This design comes from an exercise in tuning for small area, a short achievable clock period and few clock cycles on the open sky130 flow, not from production work. RTL that was checked went through simulation tests only; none was proved equivalent to the original. No functional check of the RTL was part of runs 1 and 2. Power and IR drop assume default switching activity.

`design/flow/design.v`:
```
module box_blur_engine (
    input  wire        clk,
    input  wire        rst,
    input  wire        reg_wr,
    input  wire [2:0]  reg_addr,
    input  wire [31:0] reg_wdata,
    output reg  [31:0] reg_rdata,
    output reg         mem_req,
    output reg         mem_we,
    output reg  [15:0] mem_addr,
    output reg  [7:0]  mem_wdata,
    input  wire        mem_ack,
    input  wire [7:0]  mem_rdata,
    output reg         snap_req,
    output reg         snap_we,
    output reg  [13:0] snap_addr,
    output reg  [7:0]  snap_wdata,
    input  wire        snap_ack,
    input  wire [7:0]  snap_rdata
);
    localparam [2:0] S_IDLE = 3'd0,
                     S_MUL  = 3'd1,    
                     S_CHK  = 3'd2,    
                     S_PT   = 3'd3,    
                     S_CP   = 3'd4,    
                     S_BRD  = 3'd5,    
                     S_BHO  = 3'd6,    
                     S_BFIN = 3'd7;    
    reg [31:0] buf_base, buf_len, width, height, param;
    reg        busy, done, ovr;
    reg [3:0]  err;
    reg [2:0]  state;
    reg [1:0]  op;              
    wire op_blur = (op == 2'd0);
    wire op_con  = (op == 2'd2);
    wire op_gray = (op == 2'd3);
    always @* begin
        case (reg_addr)
            3'd1:    reg_rdata = {24'd0, err, 1'b0, ovr, done, busy};
            3'd2:    reg_rdata = buf_base;
            3'd3:    reg_rdata = buf_len;
            3'd4:    reg_rdata = width;
            3'd5:    reg_rdata = height;
            3'd6:    reg_rdata = param;
            default: reg_rdata = 32'd0;
        endcase
    end
    wire c_blur   = (reg_wdata == 32'd1);
    wire c_bright = (reg_wdata == 32'd2);
    wire c_con    = (reg_wdata == 32'd3);
    wire c_gray   = (reg_wdata == 32'd4);
    wire [1:0] op_new = c_blur ? 2'd0 : c_bright ? 2'd1 : c_con ? 2'd2 : 2'd3;
    wire [3:0] q_err =
        !(c_blur | c_bright | c_con | c_gray)                            ? 4'd1 :
        (width[31] | height[31] |
         (c_blur & ((width == 32'd0) | (height == 32'd0))))              ? 4'd2 :
        (c_blur & param[31])                                             ? 4'd3 :
        ((c_bright | c_con) & (&param[30:23]))                           ? 4'd4 : 4'd0;
    reg  signed [33:0] P;       
    reg  [4:0]  mi;             
    wire [31:0] acc_n = {1'b0, P[29:0], 1'b0} + (height[mi] ? {1'b0, width[30:0]} : 32'd0);
    wire        len_ok   = (buf_len[1:0] == 2'b00) && (P[29:0] == buf_len[31:2]);
    wire [17:0] bsum     = {1'b0, buf_base[16:0]} + {1'b0, buf_len[16:0]};
    wire        buf_bad  = (|buf_base[31:17]) | (|buf_len[31:17]) | (bsum > 18'd65536);
    wire        snap_bad = op_blur & (buf_len[16:0] > 17'd16384);
    reg  [15:0] moff;
    wire [15:0] maddr = buf_base[15:0] + moff;
    wire [7:0]  f_exp = param[30:23];
    wire [23:0] f_man = {(f_exp != 8'd0), param[22:0]};
    wire        sat   = !op_gray && (f_exp >= 8'd135);
    wire [4:0]  sh    = op_gray ? 5'd4 : (f_exp >= 8'd118) ? (5'd6 - f_exp[4:0]) : 5'd16;
    reg  [8:0]  c_e;            
    reg  [1:0]  mac_ch;
    reg         mac_en;
    reg         pcomp;
    reg  [7:0]  res;            
    wire [8:0]  c_pos  = op_con ? {mem_rdata[7], mem_rdata[7], mem_rdata[6:0]} ^ 9'h180
                                : {1'b0, mem_rdata};
    wire [8:0]  c_op   = (param[31] & !op_gray) ? (~c_pos + 9'd1) : c_pos;
    reg  [23:0] m_sel;
    always @* begin
        if (op_gray) begin
            case (mac_ch)
                2'd0:    m_sel = 24'd313525;
                2'd1:    m_sel = 24'd615515;
                default: m_sel = 24'd119538;
            endcase
        end else begin
            m_sel = f_man;
        end
    end
    wire signed [33:0] mac_prod = $signed(c_e) * $signed({1'b0, m_sel});
    wire signed [33:0] mac_base = (op_gray && mac_ch != 2'd0) ? P : 34'sd0;
    wire signed [17:0] y_sh = $signed(P[33:16]) >>> sh;
    wire signed [18:0] y_z  = $signed({y_sh[17], y_sh}) + (op_con ? 19'sd128 : 19'sd0);
    wire               p_nz = (P != 34'sd0);
    reg  [7:0]  post_out;
    always @* begin
        if (sat) begin
            if (P[33])
                post_out = 8'd0;
            else if (p_nz)
                post_out = 8'd255;
            else
                post_out = op_con ? 8'd128 : 8'd0;
        end else if (y_z[18]) begin
            post_out = 8'd0;
        end else if (|y_z[17:8]) begin
            post_out = 8'd255;
        end else begin
            post_out = y_z[7:0];
        end
    end
    reg  [16:0] rd_off;         
    reg  [15:0] wr_off;         
    reg  [1:0]  rd_ch;          
    reg  [2:0]  oc;             
    reg         slot;           
    reg         hv;             
    wire        rd_more = (rd_off < buf_len[16:0]);
    wire [2:0]  oc_n    = oc + {2'd0, (mem_req & mem_ack & !mem_we)} - {2'd0, (mem_req & mem_ack & mem_we)};
    wire [7:0]  wsel    = (op_gray && wr_off[1:0] != 2'd0) ? res : post_out;
    wire [16:0] rd_nxt  = rd_off + ((rd_off[1:0] == 2'd2) ? 17'd2 : 17'd1);
    wire [15:0] wr_nxt  = wr_off + ((wr_off[1:0] == 2'd2) ? 16'd2 : 16'd1);
    wire [11:0] rc   = (|param[30:12]) ? 12'hfff : param[11:0];    
    wire        fast = ~|param[30:2];                               
    reg  [11:0] bx, by;         
    reg  [1:0]  bch;            
    reg  [12:0] cu;             
    reg  [13:0] colp;           
    reg  [15:0] colq;           
    reg  [15:0] prow;           
    reg  [13:0] row_y0;         
    reg  [12:0] ba;             
    reg  [1:0]  ras;            
    reg  [2:0]  rap;            
    reg  [15:0] outp;           
    reg  [19:0] S;
    reg  [10:0] C;
    reg  [12:0] N;
    reg  [10:0] dl0, dl1, dl2, dl3, dl4, dl5, dl6;
    reg         subm;           
    reg         rstart;         
    reg  [2:0]  p_left;         
    reg  [15:0] pix_a;          
    reg         p_first;        
    reg  [12:0] s_left;         
    reg         s_first;        
    reg         sv_left;        
    reg  [7:0]  hb;             
    wire [12:0] wm1  = width[12:0] - 13'd1;
    wire [12:0] hm1  = height[12:0] - 13'd1;
    wire [15:0] w4   = {2'b00, width[11:0], 2'b00};
    wire [12:0] cu1  = cu + 13'd1;
    wire        cu1_in  = (cu1 <= wm1);
    wire        cu1_rs  = (cu1 <= {1'b0, rc});
    wire        bx_ge   = ({1'b0, bx} >= {1'b0, rc});           
    wire        by_ge   = ({1'b0, by} >= {1'b0, rc});
    wire        y_grow  = ({2'b0, by} + {2'b0, rc} + 14'd2 <= {1'b0, height[12:0]});
    wire [12:0] ba_n    = ba + (y_grow ? 13'd1 : 13'd0) - (by_ge ? 13'd1 : 13'd0);
    wire [1:0]  ras_n   = ras + (by_ge ? 2'd0 : 2'd1);
    wire [2:0]  rap_n   = rap - (y_grow ? 3'd0 : 3'd1);
    wire        last_x  = ({1'b0, bx} == wm1);
    wire        last_y  = ({1'b0, by} == hm1);
    wire        last_p  = last_x && last_y && (bch == 2'd2);
    wire [13:0] colp4   = colp + 14'd4;
    wire [15:0] colq4   = colq + 16'd4;
    wire [13:0] colsub  = colp - {rc[10:0], 3'b100};             
    wire        row_chg = (bch == 2'd2);
    wire [13:0] row_y0n = (row_chg && by_ge) ? (row_y0 + w4[13:0]) : row_y0;
    wire [15:0] prow_n  = row_chg ? (prow + w4) : prow;
    wire [1:0]  bch_n   = row_chg ? 2'd0 : (bch + 2'd1);
    wire [15:0] pass_q  = prow_n + {14'd0, bch_n};
    wire [13:0] pass_p  = {row_y0n[13:2], bch_n};
    wire [10:0] tapn    = (rc[1:0] == 2'd1) ? dl1 : (rc[1:0] == 2'd2) ? dl3 : dl5;
    wire        in_bl   = (state == S_BRD);
    wire        p_ack   = mem_req && mem_ack && !mem_we;
    wire        s_ack   = snap_req && snap_ack && !snap_we;
    wire        p_free  = !mem_req || mem_ack;
    wire        s_free  = !snap_req || snap_ack;
    wire        cap     = in_bl && p_ack && p_first;             
    wire [19:0] xp      = (in_bl && p_ack) ? {12'd0, mem_rdata} : 20'd0;
    wire [19:0] xs      = (in_bl && s_ack) ? (subm ? (20'd0 - {12'd0, snap_rdata}) : {12'd0, snap_rdata}) : 20'd0;
    wire [19:0] S_fin   = S + xp + xs;
    wire [19:0] S_tap   = S - ((fast && bx_ge) ? {9'd0, tapn} : 20'd0);
    wire [19:0] S_nxt   = S_tap + xp + xs;
    wire [10:0] C_fin   = C + xp[10:0] + xs[10:0];
    wire        col_done = in_bl && (p_left == 3'd0) && !(mem_req && !mem_we && !mem_ack)
                           && (s_left == 13'd0) && !sv_left && s_free;
    wire [12:0] N_pl    = N + ba;
    wire [12:0] N_mi    = N - ba;
    wire [12:0] N_fin   = col_done ? (subm ? N_mi : N_pl) : N;
    wire        more    = subm ? (cu <= wm1) : (rstart && cu1_rs && cu1_in);
    wire        step_end = (state == S_BHO) || (col_done && !more);
    reg         d_busy, d_done;
    reg  [1:0]  d_cnt;
    reg  [11:0] d_rem;
    reg  [8:0]  d_q;
    reg  [12:0] d_div;
    reg  [15:0] d_off;
    reg  [11:0] dr [0:3];
    reg  [8:0]  dq [0:3];
    reg  [13:0] dt;
    integer k;
    always @* begin
        dr[0] = d_rem;
        dq[0] = d_q;
        for (k = 0; k < 3; k = k + 1) begin
            dt        = {1'b0, dr[k], dq[k][8]} - {1'b0, d_div};
            dr[k + 1] = dt[13] ? {dr[k][10:0], dq[k][8]} : dt[11:0];
            dq[k + 1] = {dq[k][7:0], ~dt[13]};
        end
    end
    wire        d_last   = d_busy && (d_cnt == 2'd2);
    wire        wr_pend  = d_last || d_done;
    wire        div_free = (!d_busy && !d_done) || (wr_pend && p_free);
    wire        handoff  = step_end && div_free;
    reg         nc, nc_sub, adv, pst;
    always @* begin
        adv    = (col_done && more && !subm) || (handoff && !last_x);
        pst    = handoff && last_x && !last_p;
        nc     = col_done && more;
        nc_sub = 1'b0;
        if (handoff) begin
            if (!last_x) begin
                if (fast) begin
                    nc = cu1_in;
                end else if (bx_ge) begin
                    nc     = 1'b1;
                    nc_sub = 1'b1;
                end else begin
                    nc = cu1_in;
                end
            end else begin
                nc = !last_p;
            end
        end
    end
    wire [13:0] colp_n  = pst ? pass_p : adv ? colp4 : colp;
    wire [15:0] colq_n  = pst ? pass_q : adv ? colq4 : colq;
    wire [2:0]  p_cnt   = !fast ? 3'd0 : (pst && row_chg) ? rap_n : rap;
    wire [12:0] s_cnt   = fast ? {11'd0, (pst && row_chg) ? ras_n : ras} : (pst && row_chg) ? ba_n : ba;
    wire [2:0]  p_left_e  = nc ? p_cnt : p_left;
    wire [15:0] pix_e     = nc ? colq_n : pix_a;
    wire [12:0] s_left_e  = nc ? s_cnt : s_left;
    wire        sv_e      = nc ? fast : sv_left;
    wire        s_first_e = nc | s_first;
    wire        hv_e      = hv && !nc;
    wire [13:0] s_base    = nc ? colp_n : (subm ? colsub : colp);
    wire [13:0] s_addr_e  = s_first_e ? s_base : (snap_addr + w4[13:0]);
    wire        s_rd_go   = (s_left_e != 13'd0) && !(nc && nc_sub);
    wire        s_sv_go   = (s_left_e == 13'd0) && sv_e && (hv_e || cap);
    task finish(input [3:0] code);
        begin
            busy     <= 1'b0;
            done     <= 1'b1;
            err      <= code;
            state    <= S_IDLE;
            mem_req  <= 1'b0;
            snap_req <= 1'b0;
        end
    endtask
    always @* begin
        if (state == S_PT && !slot)
            moff = wr_off;
        else
            moff = rd_off[15:0];
    end
    always @(posedge clk) begin
        mac_en <= 1'b0;
        pcomp  <= mac_en && (mac_ch == 2'd2);
        if (mac_en)
            P <= mac_base + mac_prod;
        if (pcomp)
            res <= post_out;
        if (rst) begin
            buf_base   <= 32'd0;
            buf_len    <= 32'd0;
            width      <= 32'd0;
            height     <= 32'd0;
            param      <= 32'd0;
            busy       <= 1'b0;
            done       <= 1'b0;
            ovr        <= 1'b0;
            err        <= 4'd0;
            state      <= S_IDLE;
            mem_req    <= 1'b0;
            mem_we     <= 1'b0;
            snap_req   <= 1'b0;
            snap_we    <= 1'b0;
            d_busy     <= 1'b0;
            d_done     <= 1'b0;
        end else begin
            if (reg_wr) begin
                if (reg_addr == 3'd1) begin
                    if (reg_wdata[2])
                        ovr <= 1'b0;
                end else if (busy) begin
                    ovr <= 1'b1;
                end else begin
                    case (reg_addr)
                        3'd0: begin
                            op   <= op_new;
                            done <= (q_err != 4'd0);
                            err  <= q_err;
                            if (q_err == 4'd0) begin
                                busy  <= 1'b1;
                                state <= S_MUL;
                                P     <= 34'sd0;
                                mi    <= (height[30:5] == 26'd0) ? 5'd4 : 5'd30;
                            end
                        end
                        3'd2: buf_base <= reg_wdata;
                        3'd3: buf_len  <= reg_wdata;
                        3'd4: width    <= reg_wdata;
                        3'd5: height   <= reg_wdata;
                        3'd6: param    <= reg_wdata;
                        default: ;
                    endcase
                end
            end
            if (d_busy) begin
                d_rem <= dr[3];
                d_q   <= dq[3];
                d_cnt <= d_cnt + 2'd1;
                if (d_last) begin
                    d_busy <= 1'b0;
                    d_done <= !p_free;
                end
            end
            if (state == S_BRD || state == S_BHO || state == S_BFIN) begin
                if (p_free) begin
                    if (wr_pend) begin
                        mem_req   <= 1'b1;
                        mem_we    <= 1'b1;
                        mem_addr  <= d_off;
                        mem_wdata <= d_last ? dq[3][7:0] : d_q[7:0];
                        d_done    <= 1'b0;
                    end else begin
                        mem_req <= 1'b0;
                    end
                end
            end
            case (state)
                S_IDLE: ;
                S_MUL: begin
                    P  <= {2'b00, acc_n};
                    mi <= mi - 5'd1;
                    if (acc_n[31:30] != 2'b00)
                        finish(4'd5);
                    else if (mi == 5'd0)
                        state <= S_CHK;
                end
                S_CHK: begin
                    rd_off <= 17'd0;
                    wr_off <= 16'd0;
                    oc     <= 3'd0;
                    slot   <= 1'b1;
                    hv     <= 1'b0;
                    bx     <= 12'd0;
                    by     <= 12'd0;
                    bch    <= 2'd0;
                    cu     <= 13'd0;
                    colp   <= 14'd0;
                    colq   <= buf_base[15:0];
                    prow   <= buf_base[15:0];
                    outp   <= buf_base[15:0];
                    row_y0 <= 14'd0;
                    rstart <= 1'b1;
                    subm   <= 1'b0;
                    S      <= 20'd0;
                    C      <= 11'd0;
                    N      <= 13'd0;
                    ba     <= (hm1 < {1'b0, rc}) ? height[12:0] : ({1'b0, rc} + 13'd1);
                    ras    <= 2'd0;
                    rap    <= (hm1 < {1'b0, rc}) ? height[2:0] : ({1'b0, rc[1:0]} + 3'd1);
                    p_left <= 3'd0;
                    p_first <= 1'b1;
                    s_first <= 1'b1;
                    sv_left <= 1'b0;
                    if (!len_ok)
                        finish(4'd5);
                    else if (buf_bad)
                        finish(4'd6);
                    else if (snap_bad)
                        finish(4'd7);
                    else if (buf_len[16:0] == 17'd0)
                        finish(4'd0);
                    else if (op_blur) begin
                        if (param[30:0] == 31'd0 || (width[12:0] == 13'd1 && height[12:0] == 13'd1))
                            finish(4'd0);
                        else if (fast) begin
                            state   <= S_BRD;
                            p_left  <= (hm1 < {1'b0, rc}) ? height[2:0] : ({1'b0, rc[1:0]} + 3'd1);
                            pix_a   <= buf_base[15:0];
                            s_left  <= 13'd0;
                            sv_left <= 1'b1;
                        end else begin
                            state    <= S_CP;
                            mem_req  <= 1'b1;
                            mem_we   <= 1'b0;
                            mem_addr <= buf_base[15:0];
                            rd_off   <= 17'd1;
                        end
                    end else begin
                        state <= S_PT;
                    end
                end
                S_PT: begin
                    if (p_free) begin
                        if (mem_req && !mem_we) begin
                            c_e    <= c_op;
                            mac_ch <= rd_ch;
                            mac_en <= 1'b1;
                        end
                        oc   <= oc_n;
                        slot <= !slot;
                        if (!rd_more && oc_n == 3'd0) begin
                            finish(4'd0);
                        end else if (slot) begin
                            if (rd_more) begin
                                mem_req  <= 1'b1;
                                mem_we   <= 1'b0;
                                mem_addr <= maddr;
                                rd_ch    <= rd_off[1:0];
                                rd_off   <= rd_nxt;
                            end else begin
                                mem_req <= 1'b0;
                            end
                        end else begin
                            if ((op_gray ? (oc_n > 3'd3) : (oc_n > 3'd1)) || (!rd_more && oc_n != 3'd0)) begin
                                mem_req   <= 1'b1;
                                mem_we    <= 1'b1;
                                mem_addr  <= maddr;
                                mem_wdata <= wsel;
                                wr_off    <= wr_nxt;
                            end else begin
                                mem_req <= 1'b0;
                            end
                        end
                    end
                end
                S_CP: begin
                    if (snap_req && !snap_ack) begin
                        if (mem_req && mem_ack) begin
                            hv <= 1'b1;
                            hb <= mem_rdata;
                        end
                    end else if (hv || (mem_req && mem_ack)) begin
                        snap_req   <= 1'b1;
                        snap_we    <= 1'b1;
                        snap_addr  <= wr_off[13:0];
                        snap_wdata <= hv ? hb : mem_rdata;
                        wr_off     <= wr_nxt;
                        hv         <= 1'b0;
                    end else begin
                        snap_req <= 1'b0;
                    end
                    if (p_free) begin
                        if (rd_more && !(hv || (snap_req && !snap_ack && mem_req && mem_ack))) begin
                            mem_req  <= 1'b1;
                            mem_addr <= maddr;
                            rd_off   <= rd_nxt;
                        end else begin
                            mem_req <= 1'b0;
                        end
                    end
                    if (!mem_req && !rd_more && !hv && !snap_req) begin
                        state  <= S_BRD;
                        s_left <= ba;
                    end
                end
                S_BRD, S_BHO: begin
                    if (in_bl && (p_ack || s_ack)) begin
                        S <= S_fin;
                        C <= C_fin;
                    end
                    N <= N_fin;
                    if (cap) begin
                        hb      <= mem_rdata;
                        hv      <= 1'b1;
                        p_first <= 1'b0;
                    end
                    if (col_done && more && !subm) begin
                        if (fast) begin
                            dl0 <= C_fin;
                            dl1 <= dl0; dl2 <= dl1; dl3 <= dl2;
                            dl4 <= dl3; dl5 <= dl4; dl6 <= dl5;
                        end
                    end
                    if (step_end) begin
                        if (!handoff) begin
                            state <= S_BHO;
                        end else begin
                            d_rem  <= {1'b0, S_fin[19:9]};
                            d_q    <= S_fin[8:0];
                            d_div  <= N_fin;
                            d_off  <= outp;
                            d_cnt  <= 2'd0;
                            d_busy <= 1'b1;
                            d_done <= 1'b0;
                            if (fast) begin
                                dl0 <= in_bl ? C_fin : C;
                                dl1 <= dl0; dl2 <= dl1; dl3 <= dl2;
                                dl4 <= dl3; dl5 <= dl4; dl6 <= dl5;
                            end
                            rstart <= 1'b0;
                            state  <= nc ? S_BRD : S_BHO;
                            if (!last_x) begin
                                bx   <= bx + 12'd1;
                                outp <= outp + 16'd4;
                                if (fast) begin
                                    S <= S_nxt;
                                    N <= !bx_ge ? N_fin : (col_done ? N : N_mi);
                                end else begin
                                    S <= S_fin;
                                end
                            end else if (!last_p) begin
                                bx     <= 12'd0;
                                S      <= 20'd0;
                                N      <= 13'd0;
                                rstart <= 1'b1;
                                bch    <= bch_n;
                                outp   <= pass_q;
                                prow   <= prow_n;
                                row_y0 <= row_y0n;
                                if (row_chg) begin
                                    by  <= by + 12'd1;
                                    ba  <= ba_n;
                                    ras <= ras_n;
                                    rap <= rap_n;
                                end
                            end else begin
                                state <= S_BFIN;
                            end
                        end
                    end
                    if (adv)
                        cu <= cu1;
                    if (pst)
                        cu <= 13'd0;
                    colp <= colp_n;
                    colq <= colq_n;
                    if (nc) begin
                        subm    <= nc_sub;
                        C       <= 11'd0;
                        p_first <= 1'b1;
                        hv      <= 1'b0;
                    end
                    if (p_free && !wr_pend) begin
                        if (p_left_e != 3'd0) begin
                            mem_req  <= 1'b1;
                            mem_we   <= 1'b0;
                            mem_addr <= pix_e;
                            pix_a    <= pix_e + w4;
                            p_left   <= p_left_e - 3'd1;
                        end else begin
                            mem_req <= 1'b0;
                            p_left  <= p_left_e;
                        end
                    end else begin
                        p_left <= p_left_e;
                        pix_a  <= pix_e;
                    end
                    if (s_free) begin
                        if (s_rd_go) begin
                            snap_req  <= 1'b1;
                            snap_we   <= 1'b0;
                            snap_addr <= s_addr_e;
                            s_left    <= s_left_e - 13'd1;
                            s_first   <= 1'b0;
                            sv_left   <= sv_e;
                        end else if (s_sv_go) begin
                            snap_req   <= 1'b1;
                            snap_we    <= 1'b1;
                            snap_addr  <= s_addr_e;
                            snap_wdata <= hv_e ? hb : mem_rdata;
                            s_left     <= s_left_e;
                            s_first    <= 1'b0;
                            sv_left    <= 1'b0;
                        end else begin
                            snap_req <= 1'b0;
                            s_left   <= s_left_e;
                            s_first  <= s_first_e;
                            sv_left  <= sv_e;
                        end
                    end else begin
                        s_left  <= s_left_e;
                        s_first <= s_first_e;
                        sv_left <= sv_e;
                    end
                end
                S_BFIN: begin
                    if (!d_busy && !d_done && p_free)
                        finish(4'd0);
                end
                default: state <= S_IDLE;
            endcase
        end
    end
endmodule
```
`design/flow/run.sh`:
```
#!/bin/bash
# synth_recipe.tcl (not shown) runs the flow's synth.tcl, then flattens the netlist and writes it again
# the make line also repeats each setting of config.mk as NAME=value (left out here)
make -C /OpenROAD-flow-scripts/flow DESIGN_CONFIG=/design/flow/config.mk WORK_HOME=/design/flow/orfs CLKGATE_MAP_FILE= SYNTH_SCRIPT=/design/flow/synth_recipe.tcl finish
```
`design/flow/config.mk`:
```
export PLATFORM = sky130hd
export DESIGN_NAME = box_blur_engine
export DESIGN_NICKNAME = box_blur_engine
export VERILOG_FILES = /design/flow/design.v
export SDC_FILE = /design/flow/constraint.sdc
export NUM_CORES = 4
export LEC_CHECK = 0
export CAP_MARGIN = 20
export CORE_MARGIN = 2
export CORE_UTILIZATION = 40
export SETUP_SLACK_MARGIN = 5
export SLEW_MARGIN = 20
```
`design/flow/constraint.sdc`:
```
create_clock -name core_clock -period 13.0 [get_ports {clk}]
set_input_delay 2.6000 -clock core_clock [delete_from_list [all_inputs] [get_ports {clk}]]
set_output_delay 2.6000 -clock core_clock [all_outputs]
set_load 0.01 [all_outputs]
```
==> out/qor_table.md, run 1 <==
| Stage | Parameter | Reported |
|---|---|---|
| status | Run status | timing/DRC/antenna clean |
| placed design | DP HPWL | 173.0 mm |
| pwr | Switching Share | 0.3100 |
| job | MaxCap Viol Count | 0 |
| pwr | Net switching component of the power | 1.857 mW |
| drt | Met3 layer wire length in the routed design | 23.17 mm |
| pwr | Internal Power | 4.133 mW |
| logic synthesis | Cells after Synth | 7224 |
| sta | Max Clk Rate | 0.1171 GHz |
| pwr | Pwr Density | 86.04 nW/um^2 |
| drt | Met2 WL post-DR | 99.10 mm |
| logic synthesis | Synth Area in XOR/XNOR | 0.06271 |
| placed design | Gp weighted congestion | 0.9893 |
| sta | Relative max-transition margin | 0.2206 |
| logic synthesis | Number of warnings reported in the yosys synthesis log | 3 |
| logic synthesis | Library cell occupying the most area in the post-synthesis netlist | sky130_fd_sc_hd__edfxtp_1 |
| logic synthesis | Syn_nets | 8042 |
| hold path | Worst min-delay path startpoint | err[3] |
| global routing | Initial antenna violation count | 8 |
| logic synthesis | Share of synthesized cell area in full adder, half adder and majority cells | 0.1845 |
| critical path | Worst path most repeated cell | sky130_fd_sc_hd__a21o_1 |
| global routing | Combined global-route utilization of all metal layers | 0.2843 |
| logic synthesis | Compound-Gate Fraction of Synth Area | 0.1713 |
| global routing | Vias in the first global route | 53320 |
| cells and area | Share of cells above drive strength 1 | 0.08771 |
| logic synthesis | Proportion of synthesized chip area in sequential cells | 0.2889 |
| clock tree | Total number of clock tree sinks | 662 |
| critical path | Worst reg2reg startpoint | param[14] |
| placed design | IO buf count | 137 |
| pwr | Static leakage power | 28.54 nW |
| critical path | Capturing element type of the critical path | register |
| clock tree | Clock buffer depth | 3 |
| clock tree | Number of levels the H-tree was split into | 3 |
| cells and area | Final net count | 8125 |
| critical path | RR Endpoint | snap_addr[2] |
| sta | Pins Over Slew Limit | 0 |
| hold path | Number of cells on the worst hold path | 2 |
| logic synthesis | Combinational family with the most area after synthesis | simple AND/OR/NAND/NOR gates |
| sta | Actual slew at the worst max-slew pin | 1.169 ns |
| clock tree | Clock tree from TritonCTS | yes |
| critical path | Required time at the endpoint of the critical path | 13.45 ns |
| drt | Post-route ant nets | 0 |
| logic synthesis | Per-instance average area after synthesis | 8.509 sq um |
| die | Die footprint | 156800 sq um |
| critical path | Startpoint class of the critical path | register |
| logic synthesis | Leading post-synthesis cells by cell area | sky130_fd_sc_hd__edfxtp_1 (22%), sky130_fd_sc_hd__ha_1 (11%), sky130_fd_sc_hd__fa_1 (7.8%), sky130_fd_sc_hd__dfxtp_1 (6.9%), sky130_fd_sc_hd__nand2_1 (6.6%) |
| pwr | Peak ir drop on the vdd network | 123.2 uV |
| logic synthesis | Share of flip-flops with an asynchronous set or reset after synthesis | 0 |
| logic synthesis | Predominant post-synthesis flop cell | sky130_fd_sc_hd__edfxtp_1 |
| hold path | Worst-case hold path end point | err[3] |
| critical path | Worst path top cell family by delay | compound AO/OA/AOI/OAI gates |
| pwr | Combinational power share | 0.194 |
| pwr | Part of the power in the clock network | 0.408 |
| die | Starting utilization of the core area | 0.4037 |
| drt | Top Metal Used | met5 |
| drt | Via density | 5.979 |
| die | Rows | 143 |
| global routing | Grt ovf | 0 |
| cells and area | Area delta synth->final | 13.26% |
| die | Die H | 396.0 um |
| logic synthesis | Distinct cell type count after synthesis | 105 |
| logic synthesis | Share of the synthesized area in the top cell type | 0.2198 |
| clock tree | Clk slew on worst S/H paths | 0.06 ns |
| sta | Fin crit period | 8.541 ns |
| critical path | Count of buffer and inverter cells on the critical path | 10 |
| logic synthesis | Number of flops mapped to enable cells by yosys | 450 |
| clock tree | Root buffer selected by CTS | sky130_fd_sc_hd__clkbuf_16 |
| drt | Remaining DRCs | 0 |
| clock tree | Number of buffers created by CTS | 85 |
| critical path | Cell type of the slowest stage on the worst timing path | sky130_fd_sc_hd__o31a_1 |
| logic synthesis | Number of register bits inferred by synthesis | 662 |
| pwr | Total power | 5.990 mW |
| drt | Number of optimization iterations in the first detailed-route pass | 8 |
| cells and area | Most common library cell in the layout ignoring fill and taps | sky130_fd_sc_hd__nand2_1 |
| drt | WL final | 230.6 mm |
| sta | Final Hold Violating Endpoints | 0 |
| critical path | Crit Path Category | register to register |
| sta | Setup repair after global routing missed its margin | true |
| global routing | Global-route wire length before repair | 339.3 mm |
| hold path | Worst Hold Class | register to register |
| drt | Routed vias | 56310 |
| drt | Post-route met1 wirelength | 95.85 mm |
| die | Io pins | 138 |
| critical path | Cells on worst reg2reg path | 44 |
| global routing | Pin count of the biggest net entering global routing | 100 |
| critical path | Data arrival time at the worst-slack endpoint | 8.99 ns |
| sta | Fin Setup TNS | 0 ns |
| drt | Violation count after the first detailed-routing iteration | 6144 |
| sta | Clock skew | 0.07507 ns |
| die | Chip width | 396.0 um |
| logic synthesis | Area of the mapped netlist | 61470 sq um |
| cells and area | Top library cells by usage in the layout, fill and taps aside | sky130_fd_sc_hd__nand2_1 (1080), sky130_fd_sc_hd__nor2_1 (599), sky130_fd_sc_hd__a21oi_1 (572) |
| drt | Wire length per cell after detailed routing | 24.48 um |
| cells and area | Filler Cell Count | 14740 |
| logic synthesis | Share of cell area taken by muxes after synthesis | 0.04325 |
| die | CORE AREA | 152300 sq um |
| sta | Setup Viol. Count Final | 0 |
| critical path | Worst path max stage delay | 0.39 ns |
| critical path | Worst R2R Setup Slack | 4.46 ns |
| sta | Share of the cycle needed by the critical path after routing | 0.6570 |
| pwr | Register share of total power | 0.398 |
| clock tree | Insertion delay to the later sink of the worst-skew pair | 0.74 ns |
| critical path | Critical path peak fanout | 5 |
| logic synthesis | Post-synthesis simple-gate area fraction | 0.1973 |
## worst max-delay path by stage
stage,start,to,slack (ns),depth (start not counted)
global route,param[14],snap_addr[12],4.23,44
floorplan,param[23],snap_addr[10],5.00,42
global placement,param[16],snap_wdata[2],3.49,38
CTS,param[16],snap_addr[2],4.73,43
finish,param[14],snap_addr[2],4.46,44
detailed placement,mem_ack,mem_addr[4],3.34,21
## synthesized netlist by cell type (46+ instances only)
cell                       count
sky130_fd_sc_hd__o21ai_0     333
sky130_fd_sc_hd__nor4_1       64
sky130_fd_sc_hd__mux2_2       76
sky130_fd_sc_hd__nor2b_1      86
sky130_fd_sc_hd__and3_1       73
sky130_fd_sc_hd__xor2_1      157
sky130_fd_sc_hd__mux2i_1     152
sky130_fd_sc_hd__a21oi_1     594
sky130_fd_sc_hd__nand2b_1     76
sky130_fd_sc_hd__edfxtp_1    450
sky130_fd_sc_hd__nand4_1      50
sky130_fd_sc_hd__nand3_1     141
sky130_fd_sc_hd__dfxtp_1     212
sky130_fd_sc_hd__a211oi_1     60
sky130_fd_sc_hd__a21o_1       93
sky130_fd_sc_hd__nand2_1    1089
sky130_fd_sc_hd__clkbuf_1    281
sky130_fd_sc_hd__o211ai_1     46
sky130_fd_sc_hd__nor2_1      622
sky130_fd_sc_hd__fa_1        239
sky130_fd_sc_hd__and2_1      125
sky130_fd_sc_hd__ha_1        523
sky130_fd_sc_hd__inv_1       487
sky130_fd_sc_hd__o22ai_1      51
sky130_fd_sc_hd__xnor2_1     260
sky130_fd_sc_hd__or3_1        53
sky130_fd_sc_hd__o21a_1       57
sky130_fd_sc_hd__nor3_1      136
## power groups by stage
| stage | clock (mW) | combinational [mW] | sequential [mW] |
|---|---|---|---|
| 6_report | 2.44 | 1.16 | 2.38 |
| 5_1_grt | 2.54 | 1.25 | 2.38 |
| 4_1_cts | 2.46 | 1.11 | 2.37 |
| 3_5_place_dp | 0 | 1.06 | 2.42 |
| 3_3_place_gp | 0 | 1.05 | 2.42 |
| 2_1_floorplan | 0 | 0.715 | 2.35 |
## final cells by class
type	instances	area (sq um)	share of cell area
Multi-Input combinational cell	5735	41640	0.5982
Inverter	489	1846	0.02651
Sequential cell	662	17770	0.2553
Clock buffer	118	2354	0.03381
Timing Repair Buffer	334	2977	0.04276
Antenna cell	10	25.02	0.0003594
Clock inverter	39	462.9	0.006650
Tap cell	2030	2540	0.03648
## kinds of logic after synthesis
logic type	count (synthesis)
AOI/OAI and AO/OA	1663
xor gates and xnor gates	426
adders and majority gates	763
buffers and inverters	833
DFF	662
muxes	241
and+or+nand+nor	2636
## state kept, by name, indices dropped and copies added, names as in the netlist, 13 cells and up
register and count:
N 13, P 34, S 20, ba 13, buf_base 32, buf_len 32
colp 14, colq 16, cu 13, d_div 13, d_off 16, height 32
mem_addr 16, outp 16, param 32, pix_a 16, prow 16, rd_off 17
s_left 13, snap_addr 14, width 32, wr_off 16
## through the flow
stage          area (sq um)  setup WS [ns]  hold WS [ns]  std cells  utilization
6_report              69620          4.459        0.4457       9417       0.4572
5_1_grt               69600          4.232        0.4431       9409       0.4571
4_1_cts               68930          4.733        0.4432       9374       0.4527
3_5_place_dp          65240          3.336        0.4288       9168       0.4285
3_3_place_gp          65230          3.494        0.4242       9167       0.4284
2_1_floorplan         61590          5.003        0.4003       7224            -
## worst min-delay path, stage by stage (launching register included)
cell	delay (ns)
sky130_fd_sc_hd__dfxtp_1	0.31
sky130_fd_sc_hd__nand2_1	0.05
sky130_fd_sc_hd__nor3_1	0.04
## what timing repair did
action                     4_1_cts  5_1_grt
setup endpoints to repair       94       86
hold buffers                     0        0
cloned                           5        2
resized for setup               98       96
pin swaps                       70       45
buffers inserted                44       30
## routing by layer
metal  up-vias  track usage
met5         -            0
met4         2       0.1380
met3       529      0.06013
met2      2780       0.4301
met1     27300       0.3847
li1      25700            -
==> run 2, diff against run 1 <==
==> design/flow/flow/run.sh (new file) <==
#!/bin/bash
# Standard layout (the standard.sh: ORFS synth .. finish, unchanged synthesis),
# with the resizer asked to keep a larger setup margin at the design's clock.
set -o pipefail
bash standard.sh SETUP_SLACK_MARGIN=6.5 finish > flow_make.log 2>&1
==> design/flow/standard.sh (new file) <==
#!/bin/bash
# synth_recipe.tcl (not shown) runs the flow's synth.tcl, then flattens the netlist and writes it again
# the make line also repeats each setting of config.mk as NAME=value (left out here)
make -C /OpenROAD-flow-scripts/flow DESIGN_CONFIG=/design/flow/config.mk WORK_HOME=/design/flow/orfs CLKGATE_MAP_FILE= SYNTH_SCRIPT=/design/flow/synth_recipe.tcl "${@:-finish}"
--- a/design/flow/config.mk
+++ b/design/flow/config.mk
@@ -9,4 +9,3 @@
 export CORE_MARGIN = 2
 export CORE_UTILIZATION = 40
-export SETUP_SLACK_MARGIN = 5
 export SLEW_MARGIN = 20
removed: design/flow/run.sh
==> out/qor_table.md, run 2 <==
| Stage | Parameter | Reported | vs previous |
|---|---|---|---|
| cells and area | Largest register by flop count | P |  |
| clock tree | Clk slew on worst S/H paths | 0.06 ns | about the same |
| die | Rows | 143 | unchanged |
| clock tree | Number of levels the H-tree was split into | 3 | unchanged |
| cells and area | Area delta synth->final | 21.20% |  |
| clock tree | Number of buffers created by CTS | 84 | -1.2% |
| drt | WL final | 242.2 mm | +5.1% |
| pwr | Switching Share | 0.3203 | +0.01027 |
| sta | Fin Setup TNS | 0 ns | unchanged |
| hold path | Worst Hold Class | register to register |  |
| drt | Via density | 5.987 | +0.13% |
| hold path | Worst min-delay path startpoint | outp[0] |  |
| critical path | Capturing element type of the critical path | register |  |
| logic synthesis | Area of the mapped netlist | 61470 sq um | unchanged |
| logic synthesis | Syn_nets | 8042 | unchanged |
| pwr | Part of the power in the clock network | 0.397 | -0.011 |
| clock tree | Clock tree from TritonCTS | yes |  |
| placed design | Gp weighted congestion | 0.9893 | unchanged |
| critical path | RR Endpoint | snap_addr[8] |  |
| cells and area | Most common library cell in the layout ignoring fill and taps | sky130_fd_sc_hd__nand2_1 |  |
| sta | Share of the cycle needed by the critical path after routing | 0.6429 | -0.01412 |
| cells and area | Final net count | 8392 | +3.3% |
| sta | Setup Viol. Count Final | 0 | unchanged |
| global routing | Vias in the first global route | 55210 | +3.6% |
| drt | Wire length per cell after detailed routing | 25.01 um | +2.1% |
| sta | Relative max-transition margin | 0.2250 | +0.004400 |
| critical path | Worst reg2reg startpoint | param[13] |  |
| hold path | Worst-case hold path end point | d_off[0] |  |
| clock tree | Total number of clock tree sinks | 662 | unchanged |
| critical path | Critical path peak fanout | 6 | +1 |
| pwr | Combinational power share | 0.216 | +0.022 |
| pwr | Pwr Density | 82.80 nW/um^2 | -3.8% |
| pwr | Total power | 6.169 mW | +3.0% |
| cells and area | Multi-input logic area | 43860 sq um | +5.3% |
| cells and area | Largest register FFs | 34 | unchanged |
| logic synthesis | Number of register bits inferred by synthesis | 662 | unchanged |
| sta | Clock skew | 0.07965 ns | +0.004582 ns |
| global routing | Initial antenna violation count | 13 | +5 |
| clock tree | Insertion delay to the later sink of the worst-skew pair | 0.76 ns | +0.02 ns |
| job | MaxCap Viol Count | 0 | unchanged |
| logic synthesis | Per-instance average area after synthesis | 8.509 sq um | unchanged |
| logic synthesis | Number of flops mapped to enable cells by yosys | 450 | unchanged |
| critical path | Cell type of the slowest stage on the worst timing path | sky130_fd_sc_hd__fa_2 |  |
| cells and area | Finished Layout Cells | 9685 | +2.8% |
| pwr | Net switching component of the power | 1.976 mW | +6.4% |
| logic synthesis | Cells after Synth | 7224 | unchanged |
| critical path | Startpoint class of the critical path | register |  |
| critical path | Crit Path Category | register to register |  |
| logic synthesis | Predominant post-synthesis flop cell | sky130_fd_sc_hd__edfxtp_1 |  |
| drt | Number of optimization iterations in the first detailed-route pass | 7 | -1 |
| sta | Setup repair after global routing missed its margin | true |  |
| sta | Worst Hold Slack | 0.4210 ns | -0.02472 ns |
| sta | Max Clk Rate | 0.1197 GHz | +2.2% |
| sta | Fin crit period | 8.357 ns | -0.1835 ns |
| sta | Post-layout worst setup margin | 4.643 ns | +0.1835 ns |
| critical path | Cells on worst reg2reg path | 45 | +2.3% |
| sta | Actual slew at the worst max-slew pin | 1.156 ns | -0.01290 ns |
| cells and area | Top library cells by usage in the layout, fill and taps aside | sky130_fd_sc_hd__nand2_1 (1052), sky130_fd_sc_hd__nor2_1 (570), sky130_fd_sc_hd__a21oi_1 (521) |  |
| clock tree | Clock buffer depth | 3 | unchanged |
| global routing | Global-route wire length before repair | 354.0 mm | +4.3% |
| drt | Post-route ant nets | 0 | unchanged |
| pwr | Register share of total power | 0.386 | -0.012 |
| cells and area | Share of cells above drive strength 1 | 0.1677 | +0.08001 |
| drt | Routed vias | 57990 | +3.0% |
| cells and area | Register Area | 17770 sq um | about the same |
| logic synthesis | Leading post-synthesis cells by cell area | sky130_fd_sc_hd__edfxtp_1 (22%), sky130_fd_sc_hd__ha_1 (11%), sky130_fd_sc_hd__fa_1 (7.8%), sky130_fd_sc_hd__dfxtp_1 (6.9%), sky130_fd_sc_hd__nand2_1 (6.6%) |  |
| logic synthesis | Proportion of synthesized chip area in sequential cells | 0.2889 | unchanged |
| logic synthesis | Distinct cell type count after synthesis | 105 | unchanged |
| pwr | Internal Power | 4.193 mW | +1.5% |
| die | Starting utilization of the core area | 0.4037 | unchanged |
| logic synthesis | Share of the synthesized area in the top cell type | 0.2198 | unchanged |
| pwr | Static leakage power | 30.66 nW | +7.5% |
| placed design | DP HPWL | 172.4 mm | -0.34% |
| hold path | Number of cells on the worst hold path | 0 | -2 |
| sta | Final Hold Violating Endpoints | 0 | unchanged |
| logic synthesis | Number of warnings reported in the yosys synthesis log | 3 | unchanged |
| die | Die H | 396.0 um | unchanged |
| critical path | Worst path max stage delay | 0.40 ns | about the same |
| critical path | Worst path most repeated cell | sky130_fd_sc_hd__inv_2 |  |
| global routing | Combined global-route utilization of all metal layers | 0.2974 | +0.01312 |
| drt | Remaining DRCs | 0 | unchanged |
| pwr | Peak ir drop on the vdd network | 114.1 uV | -7.4% |
| clock tree | Root buffer selected by CTS | sky130_fd_sc_hd__clkbuf_16 |  |
| global routing | Pin count of the biggest net entering global routing | 104 | +4.0% |
| critical path | Worst R2R Setup Slack | 4.64 ns | +0.18 ns |
| placed design | Area after detailed placement | 65740 sq um | +0.77% |
| global routing | Grt ovf | 0 | unchanged |
| logic synthesis | Synth cell count leaders | sky130_fd_sc_hd__nand2_1 (1089), sky130_fd_sc_hd__nor2_1 (622), sky130_fd_sc_hd__a21oi_1 (594) |  |
| logic synthesis | Share of flip-flops with an asynchronous set or reset after synthesis | 0 | unchanged |
| placed design | # placed instances | 9165 | -0.033% |
| die | CORE AREA | 152300 sq um | unchanged |
| critical path | Required time at the endpoint of the critical path | 13.46 ns | about the same |
| sta | Pins Over Slew Limit | 0 | unchanged |
| die | Io pins | 138 | unchanged |
| placed design | IO buf count | 137 | unchanged |
| critical path | Data arrival time at the worst-slack endpoint | 8.82 ns | -0.17 ns |
| placed design | Post-place setup slack | 3.627 ns | +0.2915 ns |
| die | Chip width | 396.0 um | unchanged |
| drt | Violation count after the first detailed-routing iteration | 6243 | +1.6% |
| cells and area | Filler Cell Count | 14250 | -3.3% |
| logic synthesis | Library cell occupying the most area in the post-synthesis netlist | sky130_fd_sc_hd__edfxtp_1 |  |
| status | Run status | timing/DRC/antenna clean |  |
| logic synthesis | Most common cell in the netlist | sky130_fd_sc_hd__nand2_1 |  |
| critical path | First element of the critical path | param[13] |  |
| cells and area | Post-layout util | 0.4893 | +0.03206 |
| die | Die footprint | 156800 sq um | unchanged |
| cells and area | Final standard cell area without fillers | 74500 sq um | +7.0% |
-- run 2: critical path, delay by kind of cell, from the launching register on --
family | cells | cell delay (ns)
AOI/OAI and AO/OA | 16 | 2.84
and+or+nand+nor | 12 | 2.08
adders and majority gates | 6 | 1.48
buffers and inverters | 7 | 0.67
DFF | 1 | 0.36
muxes | 2 | 0.31
xor gates and xnor gates | 2 | 0.30
-- run 2: repair_timing --
action | 4_1_cts | 5_1_grt
hold buffers | 0 | 0
gates resized for setup | 577 | 250
pin swaps | 243 | 237
endpoints found under the setup margin | 207 | 174
cloned | 24 | 4
setup buffers | 223 | 102
-- run 2: cell type report --
cell class	instances	share of cell area
Multi-Input combinational cell	5739	0.5887
Sequential cell	662	0.2385
Timing Repair Buffer	598	0.07581
Tap cell	2030	0.03409
Clock buffer	103	0.03041
Inverter	489	0.02514
Clock inverter	53	0.007003
Antenna cell	11	0.0003695
-- run 2: worst max path at each step --
| stage | slack, ns | end | cells past startpoint |
|---|---|---|---|
| after floorplan | 5.09 | snap_addr[10] | 42 |
| after global placement | 3.70 | snap_addr[9] | 38 |
| after detailed placement | 3.63 | snap_addr[13] | 38 |
| after CTS | 4.76 | snap_addr[8] | 44 |
| after global routing | 4.45 | snap_addr[6] | 45 |
| final | 4.64 | snap_addr[8] | 45 |
-- run 2: logic make-up (layout without fill, tap and decap cells) --
logic type / count (synthesis) / in the layout / share of synthesized area
XOR/XNOR: 426 / 426 / 0.06271
buffers and inverters: 833 / 1243 / 0.05205
flip-flops: 662 / 662 / 0.2889
AO/OA/AOI/OAI: 1663 / 1666 / 0.1713
multiplexers: 241 / 241 / 0.04325
AND/OR/NAND/NOR: 2636 / 2643 / 0.1973
adder cells (fa/ha/maj): 763 / 763 / 0.1845
other: 0 / 11 / 0
-- run 2: power by group through the flow --
stage	clock network, mW	logic (mW)	registers, mW
6_report	2.45	1.33	2.38
5_1_grt	2.55	1.42	2.38
4_1_cts	2.47	1.21	2.38
3_5_place_dp	0	1.07	2.42
3_3_place_gp	0	1.06	2.42
2_1_floorplan	0	0.731	2.35
-- run 2: metal layers --
layer	share of wire	wire (um)	global-route usage
met5	0.00028	69	0
met1	0.41	100300	0.4064
met2	0.43	105100	0.4542
met4	0.049	11790	0.1260
met3	0.10	24970	0.06235
==> run 3, diff against run 2 <==
--- a/design/flow/design.v
+++ b/design/flow/design.v
@@ -123,6 +123,9 @@
     wire [16:0] rd_nxt  = rd_off + ((rd_off[1:0] == 2'd2) ? 17'd2 : 17'd1);
     wire [15:0] wr_nxt  = wr_off + ((wr_off[1:0] == 2'd2) ? 16'd2 : 16'd1);
-    wire [11:0] rc   = (|param[30:12]) ? 12'hfff : param[11:0];    
-    wire        fast = ~|param[30:2];                               
+    wire [11:0] rc_c   = (|param[30:12]) ? 12'hfff : param[11:0];  
+    wire [12:0] hm1_c  = height[12:0] - 13'd1;
+    reg  [11:0] rc;             
+    reg         fast;           
+    reg  [12:0] wm1, hm1;
     reg  [11:0] bx, by;         
     reg  [1:0]  bch;            
@@ -149,13 +152,11 @@
     reg         sv_left;        
     reg  [7:0]  hb;             
-    wire [12:0] wm1  = width[12:0] - 13'd1;
-    wire [12:0] hm1  = height[12:0] - 13'd1;
     wire [15:0] w4   = {2'b00, width[11:0], 2'b00};
     wire [12:0] cu1  = cu + 13'd1;
-    wire        cu1_in  = (cu1 <= wm1);
-    wire        cu1_rs  = (cu1 <= {1'b0, rc});
+    wire        cu1_in  = (cu < wm1);
+    wire        cu1_rs  = (cu < {1'b0, rc});
     wire        bx_ge   = ({1'b0, bx} >= {1'b0, rc});           
     wire        by_ge   = ({1'b0, by} >= {1'b0, rc});
-    wire        y_grow  = ({2'b0, by} + {2'b0, rc} + 14'd2 <= {1'b0, height[12:0]});
+    wire        y_grow  = ({1'b0, by} + {1'b0, rc} < hm1);
     wire [12:0] ba_n    = ba + (y_grow ? 13'd1 : 13'd0) - (by_ge ? 13'd1 : 13'd0);
     wire [1:0]  ras_n   = ras + (by_ge ? 2'd0 : 2'd1);
@@ -372,7 +373,11 @@
                     C      <= 11'd0;
                     N      <= 13'd0;
-                    ba     <= (hm1 < {1'b0, rc}) ? height[12:0] : ({1'b0, rc} + 13'd1);
+                    rc     <= rc_c;
+                    fast   <= (param[30:2] == 29'd0);
+                    wm1    <= width[12:0] - 13'd1;
+                    hm1    <= hm1_c;
+                    ba     <= (hm1_c < {1'b0, rc_c}) ? height[12:0] : ({1'b0, rc_c} + 13'd1);
                     ras    <= 2'd0;
-                    rap    <= (hm1 < {1'b0, rc}) ? height[2:0] : ({1'b0, rc[1:0]} + 3'd1);
+                    rap    <= (hm1_c < {1'b0, rc_c}) ? height[2:0] : ({1'b0, rc_c[1:0]} + 3'd1);
                     p_left <= 3'd0;
                     p_first <= 1'b1;
@@ -390,7 +395,7 @@
                         if (param[30:0] == 31'd0 || (width[12:0] == 13'd1 && height[12:0] == 13'd1))
                             finish(4'd0);
-                        else if (fast) begin
+                        else if (param[30:2] == 29'd0) begin
                             state   <= S_BRD;
-                            p_left  <= (hm1 < {1'b0, rc}) ? height[2:0] : ({1'b0, rc[1:0]} + 3'd1);
+                            p_left  <= (hm1_c < {1'b0, rc_c}) ? height[2:0] : ({1'b0, rc_c[1:0]} + 3'd1);
                             pix_a   <= buf_base[15:0];
                             s_left  <= 13'd0;
==> design/flow/run.sh (new file) <==
#!/bin/bash
# synth_recipe.tcl (not shown) runs the flow's synth.tcl, then flattens the netlist and writes it again
# the make line also repeats each setting of config.mk as NAME=value (left out here)
make -C /OpenROAD-flow-scripts/flow DESIGN_CONFIG=/design/flow/config.mk WORK_HOME=/design/flow/orfs CLKGATE_MAP_FILE= SYNTH_SCRIPT=/design/flow/synth_recipe.tcl finish
--- a/design/flow/config.mk
+++ b/design/flow/config.mk
@@ -9,3 +9,4 @@
 export CORE_MARGIN = 2
 export CORE_UTILIZATION = 40
+export SETUP_SLACK_MARGIN = 5
 export SLEW_MARGIN = 20
removed: design/flow/flow/run.sh
removed: design/flow/standard.sh
==> out/qor_table.md, run 3 <==
| Stage | Parameter | Reported | vs previous |
|---|---|---|---|
| status | Run status | timing/DRC/antenna clean |  |
| cells and area | Largest register by flop count | P |  |
| pwr | Pwr Density | 84.10 nW/um^2 | +1.6% |
| logic synthesis | Leading post-synthesis cells by cell area | sky130_fd_sc_hd__edfxtp_1 (24%), sky130_fd_sc_hd__ha_1 (10%), sky130_fd_sc_hd__fa_1 (7.8%), sky130_fd_sc_hd__dfxtp_1 (6.9%), sky130_fd_sc_hd__nand2_1 (5.7%) |  |
| logic synthesis | Share of flip-flops with an asynchronous set or reset after synthesis | 0 | unchanged |
| pwr | Peak ir drop on the vdd network | 120.2 uV | +5.4% |
| drt | Remaining DRCs | 0 | unchanged |
| die | Io pins | 138 | unchanged |
| sta | Setup Viol. Count Final | 0 | unchanged |
| placed design | DP HPWL | 179.9 mm | +4.3% |
| logic synthesis | Library cell occupying the most area in the post-synthesis netlist | sky130_fd_sc_hd__edfxtp_1 |  |
| drt | Wire length per cell after detailed routing | 25.30 um | +1.2% |
| placed design | IO buf count | 137 | unchanged |
| logic synthesis | Cells after Synth | 7067 | -2.2% |
| logic synthesis | Distinct cell type count after synthesis | 94 | -10% |
| pwr | Static leakage power | 28.44 nW | -7.3% |
| die | Die H | 396.7 um | +0.16% |
| logic synthesis | Area of the mapped netlist | 61670 sq um | +0.33% |
| die | Starting utilization of the core area | 0.4018 | -0.001954 |
| cells and area | Most common library cell in the layout ignoring fill and taps | sky130_fd_sc_hd__nand2_1 |  |
| sta | Fin Setup TNS | 0 ns | unchanged |
| logic synthesis | Number of flops mapped to enable cells by yosys | 489 | +8.7% |
| placed design | Gp weighted congestion | 0.9993 | +1.0% |
| drt | Via density | 5.934 | -0.89% |
| drt | Routed vias | 55090 | -5.0% |
| cells and area | Final standard cell area without fillers | 69550 sq um | -6.6% |
| logic synthesis | Synth Area in XOR/XNOR | 0.06504 | +0.002330 |
| sta | Fin crit period | 7.840 ns | -0.5170 ns |
| global routing | Combined global-route utilization of all metal layers | 0.2908 | -0.006636 |
| die | CORE AREA | 153500 sq um | +0.82% |
| critical path | Capturing element type of the critical path | output pin |  |
| clock tree | Clock buffer depth | 3 | unchanged |
| die | Die footprint | 157300 sq um | +0.33% |
| cells and area | Share of cells above drive strength 1 | 0.08399 | -0.08372 |
| sta | Max Clk Rate | 0.1275 GHz | +6.6% |
| logic synthesis | Most common cell in the netlist | sky130_fd_sc_hd__nand2_1 |  |
| cells and area | Area delta synth->final | 12.77% |  |
| global routing | Initial antenna violation count | 10 | -3 |
| critical path | Required time at the endpoint of the critical path | 10.40 ns | -3.06 ns |
| cells and area | Largest register FFs | 34 | unchanged |
| logic synthesis | Share of the synthesized area in the top cell type | 0.2381 | +0.01827 |
| global routing | Pin count of the biggest net entering global routing | 176 | +69% |
| cells and area | Final net count | 7962 | -5.1% |
| clock tree | Number of levels the H-tree was split into | 3 | unchanged |
| drt | Number of optimization iterations in the first detailed-route pass | 8 | +1 |
| die | Chip width | 396.7 um | +0.16% |
| logic synthesis | Combinational family with the most area after synthesis | adder cells |  |
| logic synthesis | Predominant post-synthesis flop cell | sky130_fd_sc_hd__edfxtp_1 |  |
| logic synthesis | Post-synthesis simple-gate area fraction | 0.1731 | -0.02420 |
| clock tree | Number of buffers created by CTS | 87 | +3.6% |
| cells and area | Top library cells by usage in the layout, fill and taps aside | sky130_fd_sc_hd__nand2_1 (938), sky130_fd_sc_hd__inv_1 (579), sky130_fd_sc_hd__nor2_1 (559) |  |
| die | Rows | 144 | +0.70% |
| global routing | Grt ovf | 0 | unchanged |
| job | MaxCap Viol Count | 0 | unchanged |
| drt | WL final | 234.9 mm | -3.0% |
| placed design | Area after detailed placement | 65810 sq um | about the same |
| logic synthesis | Syn_nets | 7861 | -2.3% |
| clock tree | Clk slew on worst S/H paths | 0.06 ns | about the same |
| sta | Clock skew | 0.08261 ns | +0.002953 ns |
| critical path | Crit Path Category | input port to output pin |  |
| drt | Violation count after the first detailed-routing iteration | 5904 | -5.4% |
| sta | Relative max-transition margin | 0.1641 | -0.06088 |
| sta | Share of the cycle needed by the critical path after routing | 0.6031 | -0.03977 |
| logic synthesis | Number of warnings reported in the yosys synthesis log | 3 | unchanged |
| logic synthesis | Synth cell count leaders | sky130_fd_sc_hd__nand2_1 (943), sky130_fd_sc_hd__inv_1 (584), sky130_fd_sc_hd__nor2_1 (581) |  |
| logic synthesis | Compound-Gate Fraction of Synth Area | 0.1652 | -0.006142 |
| clock tree | Clock tree from TritonCTS | yes |  |
| sta | Setup repair after global routing missed its margin | false |  |
| critical path | Startpoint class of the critical path | input port |  |
| sta | Actual slew at the worst max-slew pin | 1.242 ns | +0.08616 ns |
| sta | Final Hold Violating Endpoints | 0 | unchanged |
| sta | Pins Over Slew Limit | 0 | unchanged |
| clock tree | Root buffer selected by CTS | sky130_fd_sc_hd__clkbuf_16 |  |
| global routing | Vias in the first global route | 52670 | -4.6% |
| critical path | Data arrival time at the worst-slack endpoint | 5.24 ns | -3.58 ns |
| logic synthesis | Number of register bits inferred by synthesis | 701 | +5.9% |
| logic synthesis | Share of synthesized cell area in full adder, half adder and majority cells | 0.1788 | -0.005638 |
| clock tree | Total number of clock tree sinks | 701 | +5.9% |
| logic synthesis | Proportion of synthesized chip area in sequential cells | 0.3069 | +0.01804 |
| logic synthesis | Share of cell area taken by muxes after synthesis | 0.05563 | +0.01238 |
| logic synthesis | Per-instance average area after synthesis | 8.727 sq um | +2.6% |
| clock tree | Insertion delay to the later sink of the worst-skew pair | 0.76 ns | about the same |
| drt | Post-route ant nets | 0 | unchanged |
| critical path | Critical path peak fanout | 24 | +18 |
| global routing | Global-route wire length before repair | 345.2 mm | -2.5% |
| hold path | Worst Hold Class | register to register |  |
[run 3: cell types whose count changed in the layout (fill, tap and decap cells not counted), sizes merged, moves of 29 or more]
cell / before / now
nor2: 622 / 582
edfxtp: 450 / 489
mux2: 77 / 124
xor2: 157 / 217
clkdlybuf4s50: 97 / 134
buf: 484 / 187
nand2: 1090 / 944
inv: 489 / 584
a22oi: 14 / 69
nand3: 142 / 113
[run 3: cells by family (layout without fill, tap and decap cells)]
group / Yosys count / after routing
compound gates: 1617 / 1617
xor+xnor: 458 / 458
fa+ha+maj: 738 / 738
buf+inv: 905 / 1074
flops: 701 / 701
mux: 311 / 311
other cells: 0 / 2
simple gates: 2337 / 2340
[run 3: area by class of cell]
cell class              count  area, sq um
fillers                 14860        83960
repair inverters            1        7.507
diodes                      2        5.005
multi-input cells        5464        39900
repair buffers            324         2912
inverters                 589         2223
clock buffers             104         2365
flip-flops and latches    701        18930
well taps                2044         2557
clock inverters            56        650.6
[run 3: worst paths after layout]
| kind | from | endpoint | slack [ns] | cells past startpoint |
|---|---|---|---|---|
| max | reg_addr[2] | reg_rdata[28] | 5.16 | 6 |
| max reg2reg | op[1] | P[33] | 5.30 | 27 |
| min reg2reg | rd_ch[0] | mac_ch[0] | 0.42 | 0 |
| min | rd_ch[0] | mac_ch[0] | 0.42 | 0 |
[run 3: timing repair]
action | in CTS | in global routing
hold buffers | 0 | 0
hold endpoints to repair | 0 | 0
setup buffers | 10 | 20
cloned | 1 | 5
endpoints found under the setup margin | 73 | 67
gates resized for setup | 34 | 63
pin swaps | 2 | 16
[run 3: stage by stage]
stage          worst slack [ns]    util  hold slack (ns)  std cells  total power, mW
6_report                  5.160  0.4531           0.4185       9285            5.849
4_1_cts                   5.017  0.4496           0.4202       9257            5.847
5_1_grt                   4.942  0.4530           0.4270       9284            6.015
2_1_floorplan             5.042       -           0.4003       7067            2.949
3_5_place_dp              3.720  0.4287           0.4063       9086            3.250
3_3_place_gp              3.765  0.4287           0.4032       9086            3.241
[run 3: worst max-delay path, stage by stage]
cell,delay [ns]
sky130_fd_sc_hd__dlygate4sd2_1,0.84
sky130_fd_sc_hd__nand2b_1,0.34
sky130_fd_sc_hd__nor2_4,0.57
sky130_fd_sc_hd__nand2_1,0.17
sky130_fd_sc_hd__o221ai_1,0.12
sky130_fd_sc_hd__clkdlybuf4s50_1,0.58
[run 3: power breakdown]
| part | switching (mW) | leakage (nW) | total [mW] | internal [mW] |
|---|---|---|---|---|
| combinational | 0.480 | 21.0 | 0.759 | 0.279 |
| clock | 1.12 | 1.45 | 2.61 | 1.49 |
| sequential | 0.0718 | 5.98 | 2.48 | 2.41 |
[run 3: layer usage]
layer	GRT usage	part of all wire	vias to the layer above
li1	-	-	25050
met1	0.3937	0.42	26770
met2	0.4403	0.43	2706
met3	0.05138	0.090	572
met4	0.1575	0.061	4
met5	0	0.000098	-
Testbench counts of run 3, summed over its fixed seeds: cycles 104,857.
==> run 4, diff against run 3 <==
--- a/design/flow/config.mk
+++ b/design/flow/config.mk
@@ -9,4 +9,3 @@
 export CORE_MARGIN = 2
 export CORE_UTILIZATION = 40
-export SETUP_SLACK_MARGIN = 5
 export SLEW_MARGIN = 20
==> out/qor_table.md, run 4 <==
| Stage | Parameter | Reported | vs previous |
|---|---|---|---|
| logic synthesis | Predominant post-synthesis flop cell | sky130_fd_sc_hd__edfxtp_1 |  |
| global routing | Global-route wire length before repair | 344.9 mm | about the same |
| logic synthesis | Area of the mapped netlist | 61670 sq um | unchanged |
| logic synthesis | Proportion of synthesized chip area in sequential cells | 0.3069 | unchanged |
| critical path | Data arrival time at the worst-slack endpoint | 9.58 ns | +4.34 ns |
| job | MaxCap Viol Count | 0 | unchanged |
| global routing | Grt ovf | 0 | unchanged |
| global routing | Vias in the first global route | 52690 | +0.032% |
| clock tree | Insertion delay to the later sink of the worst-skew pair | 0.74 ns | -0.02 ns |
| drt | Via density | 5.926 | -0.13% |
| logic synthesis | Per-instance average area after synthesis | 8.727 sq um | unchanged |
| sta | Final Hold Violating Endpoints | 0 | unchanged |
| logic synthesis | Post-synthesis simple-gate area fraction | 0.1731 | unchanged |
| clock tree | Root buffer selected by CTS | sky130_fd_sc_hd__clkbuf_16 |  |
| clock tree | # Post-CTS Setup Buffers | 0 | -10 |
| critical path | Worst path max stage delay | 0.60 ns | -0.24 ns |
| pwr | Static leakage power | 28.19 nW | -0.86% |
| pwr | Pwr Density | 84.91 nW/um^2 | +0.96% |
| pwr | Peak ir drop on the vdd network | 104.6 uV | -13% |
| hold path | Worst Hold Class | register to register |  |
| placed design | Gp weighted congestion | 0.9737 | -2.6% |
| sta | Actual slew at the worst max-slew pin | 1.113 ns | -0.1298 ns |
| cells and area | Largest register FFs | 34 | unchanged |
| clock tree | Clock buffer depth | 3 | unchanged |
| die | Die H | 396.7 um | unchanged |
| global routing | Initial antenna violation count | 9 | -1 |
| logic synthesis | Synth Area in XOR/XNOR | 0.06504 | unchanged |
| placed design | DP HPWL | 179.4 mm | -0.23% |
| clock tree | Number of buffers created by CTS | 87 | unchanged |
| cells and area | Largest register by flop count | P |  |
| sta | Max Clk Rate | 0.1098 GHz | -14% |
| die | Die footprint | 157300 sq um | unchanged |
| die | Starting utilization of the core area | 0.4018 | unchanged |
| die | Rows | 144 | unchanged |
| sta | Setup Viol. Count Final | 0 | unchanged |
| drt | WL final | 231.6 mm | -1.4% |
| logic synthesis | Number of register bits inferred by synthesis | 701 | unchanged |
| critical path | Worst path most repeated cell | sky130_fd_sc_hd__o21ai_0 |  |
| logic synthesis | Synth cell count leaders | sky130_fd_sc_hd__nand2_1 (943), sky130_fd_sc_hd__inv_1 (584), sky130_fd_sc_hd__nor2_1 (581) |  |
| die | Chip width | 396.7 um | unchanged |
| cells and area | Share of cells above drive strength 1 | 0.07273 | -0.01126 |
| logic synthesis | Number of warnings reported in the yosys synthesis log | 3 | unchanged |
| clock tree | Number of levels the H-tree was split into | 3 | unchanged |
| cells and area | Most common library cell in the layout ignoring fill and taps | sky130_fd_sc_hd__nand2_1 |  |
| critical path | Crit Path Category | register to register |  |
| cells and area | Area delta synth->final | 11.66% |  |
| drt | Wire length per cell after detailed routing | 25.02 um | -1.1% |
| logic synthesis | Most common cell in the netlist | sky130_fd_sc_hd__nand2_1 |  |
| logic synthesis | Leading post-synthesis cells by cell area | sky130_fd_sc_hd__edfxtp_1 (24%), sky130_fd_sc_hd__ha_1 (10%), sky130_fd_sc_hd__fa_1 (7.8%), sky130_fd_sc_hd__dfxtp_1 (6.9%), sky130_fd_sc_hd__nand2_1 (5.7%) |  |
| status | Run status | timing/DRC/antenna clean |  |
| sta | Pins Over Slew Limit | 0 | unchanged |
| drt | Number of optimization iterations in the first detailed-route pass | 6 | -2 |
| critical path | Cell type of the slowest stage on the worst timing path | sky130_fd_sc_hd__o21a_1 |  |
| logic synthesis | Share of flip-flops with an asynchronous set or reset after synthesis | 0 | unchanged |
| logic synthesis | Number of flops mapped to enable cells by yosys | 489 | unchanged |
| logic synthesis | Share of the synthesized area in the top cell type | 0.2381 | unchanged |
| critical path | Required time at the endpoint of the critical path | 13.48 ns | +3.08 ns |
| logic synthesis | Distinct cell type count after synthesis | 94 | unchanged |
| clock tree | Clk slew on worst S/H paths | 0.06 ns | about the same |
| logic synthesis | Compound-Gate Fraction of Synth Area | 0.1652 | unchanged |
| critical path | Startpoint class of the critical path | register |  |
| logic synthesis | Share of cell area taken by muxes after synthesis | 0.05563 | unchanged |
| cells and area | Final net count | 7927 | -0.44% |
| sta | Clock skew | 0.06790 ns | -0.01470 ns |
| die | CORE AREA | 153500 sq um | unchanged |
| logic synthesis | Share of synthesized cell area in full adder, half adder and majority cells | 0.1788 | unchanged |
| logic synthesis | Combinational family with the most area after synthesis | adder cells |  |
| global routing | Combined global-route utilization of all metal layers | 0.2894 | -0.001385 |
| drt | Violation count after the first detailed-routing iteration | 5811 | -1.6% |
| logic synthesis | Library cell occupying the most area in the post-synthesis netlist | sky130_fd_sc_hd__edfxtp_1 |  |
| drt | Remaining DRCs | 0 | unchanged |
| logic synthesis | Syn_nets | 7861 | unchanged |
| critical path | Capturing element type of the critical path | register |  |
| sta | Share of the cycle needed by the critical path after routing | 0.7003 | +0.09719 |
| global routing | Pin count of the biggest net entering global routing | 80 | -55% |
| pwr | Total power | 5.847 mW | about the same |
| die | Io pins | 138 | unchanged |
| drt | Post-route ant nets | 0 | unchanged |
| clock tree | Cts hold-fix bufs | 0 | unchanged |
| cells and area | Top library cells by usage in the layout, fill and taps aside | sky130_fd_sc_hd__nand2_1 (940), sky130_fd_sc_hd__inv_1 (583), sky130_fd_sc_hd__nor2_1 (569) |  |
| sta | Relative max-transition margin | 0.2555 | +0.09145 |
| drt | Routed vias | 54870 | -0.42% |
| critical path | Critical path peak fanout | 23 | -4.2% |
| sta | Fin crit period | 9.104 ns | +1.263 ns |
| logic synthesis | Cells after Synth | 7067 | unchanged |
| placed design | IO buf count | 137 | unchanged |
| clock tree | Total number of clock tree sinks | 701 | unchanged |
| clock tree | Clock tree from TritonCTS | yes |  |
| sta | Fin Setup TNS | 0 ns | unchanged |
| clock tree | PostCTS Resize Cnt | 0 | -100% |
| sta | Setup repair after global routing missed its margin | false |  |
-- run 4: cell counts after synthesis --
No cell type changed its count.
-- run 4: logic make-up (layout without fill, tap and decap cells) --
logic type / count (synthesis) / count (layout)
AOI/OAI and AO/OA: 1617 / 1617
xor gates and xnor gates: 458 / 458
adders and majority gates: 738 / 738
buffers and inverters: 905 / 1043
DFF: 701 / 701
muxes: 311 / 311
other: 0 / 9
and+or+nand+nor: 2337 / 2337
-- run 4: through the flow --
step	setup WS [ns]	instances	instance area, sq um	hold WS [ns]	util
final	3.896	9258	68860	0.4078	0.4486
after global routing	2.933	9249	68840	0.4310	0.4484
after CTS	3.919	9247	68810	0.4034	0.4482
after detailed placement	3.909	9086	65780	0.4092	0.4285
after global placement	4.064	9086	65770	0.4018	0.4284
after floorplan	4.631	7067	61670	0.4003	-
-- run 4: path summary, 6_finish.rpt --
path | from | end | slack [ns] | cells past startpoint
setup reg to reg | d_div[1] | d_rem[3] | 3.90 | 38
hold / removal | rd_ch[1] | mac_ch[1] | 0.41 | 0
hold reg to reg | rd_ch[1] | mac_ch[1] | 0.41 | 0
setup / recovery | d_div[1] | d_rem[3] | 3.90 | 38
-- run 4: where the power goes --
part | internal (mW) | switching (mW) | leakage, nW
registers | 2.41 | 0.0830 | 5.98
logic | 0.270 | 0.457 | 20.8
clock network | 1.51 | 1.11 | 1.46
-- run 4: worst max-delay path: cells and delay by family, from the launching register on --
kind                     cells  cell delay [ns]
AND/OR/NAND/NOR              8             1.27
flip-flops                   1             0.42
buffers and inverters        4             0.82
AO/OA/AOI/OAI               23             5.47
adder cells (fa/ha/maj)      3             0.83
-- run 4: layout make-up --
type	instances	area, sq um
clock inverters	51	653.1
clock buffers	110	2374
multi-input cells	5461	39570
repair buffers	293	2542
inverters	589	2212
flip-flops and latches	701	18930
diodes	9	22.52
fillers	14990	84650
well taps	2044	2557
-- run 4: layer usage --
layer,routed length [um],global-route usage,vias up
li1,-,-,25020
met1,98130,0.3936,26720
met2,102800,0.4516,2599
met3,19630,0.05080,521
met4,11060,0.1234,4
met5,26,0,-

==> re-timing with driven ports <==
How much do the figures lean on ideal ports? The routed layouts below were timed once more, with nothing changed but the port constraints.
Step 1, drivers: a clkbuf_16 drives clk and a buf_2 each remaining input, both assumed.
Step 2 moves the port delays by t, midway between the first and last clock arrival at a register: inputs arrive t later, outputs are due t later. That takes back most of the time a late clock gives input paths.
a / b / c = no drivers / after step 1 / after step 2; a / b = the first two.
run	shift t [ns]	setup WS [ns]	worst data-port slew with drivers (ns)
run 1	0.786	4.459 / 4.459 / 4.459	0.11
run 2	0.805	4.643 / 4.643 / 4.643	0.10
run 3	0.807	5.160 / 5.136 / 4.391	0.12
run 4	0.782	3.896 / 3.896 / 3.749	0.11
After both steps setup and hold are still met in every run listed. The setup slack of run 3, which loses most, moves by -0.024 ns with the drivers and by -0.769 ns with both steps.
